Source: an optimization exercise on an open RTL-to-GDS flow (aim: small area). Production flows keep margins and buffers that such runs may drop. Only simulation tests tie the RTL to the original design; equivalence was not proved. Power and IR drop assume default switching activity.

== oak ==
==> flow/design.v (excerpt) <==
module dmd_draw (
    input  wire        clk,
    input  wire        rst,
    input  wire        cmd_valid,
    output wire        cmd_ready,
    input  wire [31:0] cmd_data,
    output wire        busy,
    output wire        ill,
    input  wire [6:0]  rd_addr,
    output wire [7:0]  rd_data
);
    localparam [4:0] S_IDLE = 5'd0;    
    localparam [4:0] S_PASS = 5'd1;    
    localparam [4:0] S_WPIX = 5'd2;    
    localparam [4:0] S_L1   = 5'd3;    
    localparam [4:0] S_T1   = 5'd4;    
    localparam [4:0] S_T2   = 5'd5;    
    localparam [4:0] S_T3   = 5'd6;    
    localparam [4:0] S_T4   = 5'd7;    
    localparam [4:0] S_LA   = 5'd8;    
    localparam [4:0] S_LX   = 5'd9;    
    localparam [4:0] S_LY   = 5'd10;   
    localparam [4:0] S_LF1  = 5'd11;   
    localparam [4:0] S_LF2  = 5'd12;   
    localparam [4:0] S_CI   = 5'd13;   
    localparam [4:0] S_CPA  = 5'd14;   
    localparam [4:0] S_CPB  = 5'd15;   
    localparam [4:0] S_CS1  = 5'd16;   
    localparam [4:0] S_CS0  = 5'd17;   
    localparam [4:0] S_CS2  = 5'd18;   
    localparam [4:0] S_CS3  = 5'd19;   
    reg  [1023:0] ring;             
    reg  [9:0]    c;                
    wire [7:0]    tin = ring[1023:1016];
    wire [7:0]    tnew;
    wire [6:0] ridx = c[6:0] + ~rd_addr;
    reg  [7:0] rd_or, rd_g;
    integer ri, rj;
    always @(*) begin
        rd_or = 8'd0;
  ...
Size in the first run: ~3,000 cells after synthesis, ~1,100 flip-flops, about 53 I/O pins, ~0.036 sq mm of cells after synthesis.
clock: 12.0 ns
lec_check: 0
cap_margin: 20
core_margin: 2
core_utilization: 40
cts_buf_list: sky130_fd_sc_hd__clkbuf_8
cts_cluster_diameter: 100
cts_cluster_size: 14
slew_margin: 20
standard.sh (not shown) runs the stock make flow with config.mk's settings and CLKGATE_MAP_FILE= SYNTH_SCRIPT=/design/flow/synth_recipe.tcl, a recipe that flattens the netlist after the stock synthesis.
==> flow/flow/run.sh <==
#!/bin/bash
# The standard ORFS layout (standard.sh), except that synthesis maps the
# logic with an area-oriented ABC script (flow/abc_area_map.script) in place
# of ORFS's speed script.  Registers, flattening and renaming are those of
# the standard synthesis; every later step is the standard flow.
set -euo pipefail
here=$(pwd)
rm -rf "$here/scripts_abc"
cp -r "$FLOW_HOME/scripts" "$here/scripts_abc"
cp "$here/flow/abc_area_map.script" "$here/scripts_abc/abc_speed.script"
bash standard.sh SCRIPTS_DIR="$here/scripts_abc" synth > "$here/synth.log" 2>&1
bash standard.sh finish > "$here/layout.log" 2>&1
==> flow/flow/abc_area_map.script <==
strash
&get -n
&st
&dch
&nf -R 1000 -p
&put
mfs2
strash
dch -f
amap
topo
stime -c
buffer -c
dnsize -c
--- input diff oak..birch ---
diff --git a/flow/design.v b/flow/design.v
--- a/flow/design.v
+++ b/flow/design.v
@@ -93,24 +93,25 @@
     reg  [2:0]  b_sel;          
     reg         b_sh, b_0, b_sub, b_ci;
     always @(*) begin
         a_sel = 2'd2; a_m1 = 1'b0;
         b_sel = 3'd0; b_sh = 1'b0; b_0 = 1'b0; b_sub = 1'b0; b_ci = 1'b0;
         case (st)
             S_IDLE: begin a_sel = 2'd0; b_sel = 3'd2; b_sub = 1'b1; end
             S_L1:   begin a_sel = 2'd1; b_sel = 3'd3; b_sub = 1'b1; end
             S_T1:   begin a_sel = 2'd3; b_sel = 3'd1; end
             S_T2:   begin b_sel = 3'd0; b_sub = 1'b1; end
             S_T3:   begin a_sel = 2'd3; a_m1 = rev; b_sel = {2'd0, xm}; b_sh = 1'b1; end
             S_T4:   begin b_sel = {2'd0, ~xm}; b_sub = 1'b1; end
+            S_LA:   begin a_sel = {1'b0, ~xmaj}; b_sel = {2'd1, ~xmaj}; b_sub = 1'b1; end
             S_LX:   begin a_sel = 2'd0; b_sel = 3'd4; b_sub = ~P[16]; end
             S_LY:   begin a_sel = 2'd1; b_sel = 3'd4; b_sub = ~Q[16]; end
             S_LF1:  begin b_sel = {2'd0, ~xm}; b_sh = 1'b1; b_sub = 1'b1; end
             S_LF2:  begin b_sel = {2'd0, xm}; b_sh = 1'b1; end
             S_CI:   begin a_sel = 2'd3; b_sel = 3'd1; b_sub = 1'b1; end
             S_CPA:  begin a_sel = 2'd0; b_sel = {2'd0, k[2]}; b_sub = k[0]; end
             S_CPB:  begin a_sel = 2'd1; b_sel = {2'd0, ~k[2]}; b_sub = k[1]; end
             S_CS1:  begin a_sel = 2'd3; b_sel = 3'd0; b_ci = 1'b1; end
             S_CS0:  begin a_sel = 2'd3; a_m1 = 1'b1; b_sel = 3'd1; end
             S_CS2:  begin b_sel = 3'd1; b_sh = 1'b1; b_sub = 1'b1; end
             S_CS3:  begin b_sel = 3'd0; b_sh = 1'b1; b_0 = 1'b1; end
             default: ;
@@ -136,25 +137,25 @@
         endcase
     end
     wire        binv = (b_sel[2:1] == 2'd0) ? (bv[16] ^ b_sub) : b_sub;
     wire [17:0] bop  = b_sh ? {bv, b_0} : {bv[16], bv};
     wire [17:0] S    = aop + (bop ^ {18{binv}}) + {17'd0, binv | b_ci};
     wire        pxon = cpb ? xon : (X[15:6] == 10'd0);
     wire [5:0]  pxl  = cpb ? xl  : X[5:0];
     wire        pyon = cpb ? (S[17:4] == 14'd0) : (Y[15:4] == 12'd0);
     wire [3:0]  pyl  = cpb ? S[3:0] : Y[3:0];
     wire        pon  = pxon & pyon;
     wire        phit = ({pyl, pxl[5:3]} == c[6:0]);
     wire        c_go = ~pon | phit;
-    wire        l_end = ({Y, X} == cmd_data);
+    wire        l_end = (S == 18'd0);
     wire [5:0]  sx = {c[2:0], c[9:7]};
     wire [3:0]  sy = c[6:3];
     function [1:0] xthr;            
         input [15:0] t;
         input [5:0]  v;
         begin
             if (t[15])                 xthr = 2'b10;
             else if (t[14:6] != 9'd0)  xthr = 2'b01;
             else                       xthr = {v >= t[5:0], v <= t[5:0]};
         end
     endfunction
     function [1:0] ythr;            
--- outcome ---
Between oak and birch, final period utilization is lower for oak, birch comes in above that.
Summary of birch over oak: number of antenna diodes went down 3; area occupied by multi-input gates went down about 1.5%; synthesized area went down 0.81%; placed cell count went down about 1.2%.
Comparing oak and birch, the lower number of inserted filler cells in the final layout is on birch.
Between birch and oak, it is birch whose clock share of power is higher, by 3.1 points.
When birch is measured against oak, its total number of vias turns out 764 lower.
Between birch and oak, it is birch whose met2 usage is lower, by 0.80 points.
Comparing oak and birch, the lower global-route track usage on met3 is on birch.
birch vs oak on count of clock-buffer cells in the layout: birch is the lower one.
Slowest cell on the critical path = or4_1: oak; slowest cell on the critical path = fa_1: birch

static timing again, ports no longer ideal:
Ports are ideal in the flow. The routed layouts listed here were re-timed in OpenROAD. Step 1 assumes that a clkbuf_16 drives the clock port and a buf_2 every other input. Step 2 times the ports against the registers' clock, not the clock port: input delays grow and output delays shrink by t, the midpoint of the rising clock arrivals with the driver on. Slacks: no drivers / after step 1 / after step 2; pairs: no drivers / after step 1.
run | t (ns) | setup slack, ns | hold slack, ns | clock arrival spread, ns | worst slew at a driven data input, ns
oak | 0.779 | 0.887 / 0.826 / 0.902 | 0.320 / 0.320 / 0.320 | 0.062 / 0.062 | 0.09
birch | 0.777 | 0.806 / 0.742 / 0.899 | 0.313 / 0.313 / 0.313 | 0.075 / 0.075 | 0.04
After both steps setup and hold are still met in every run listed.
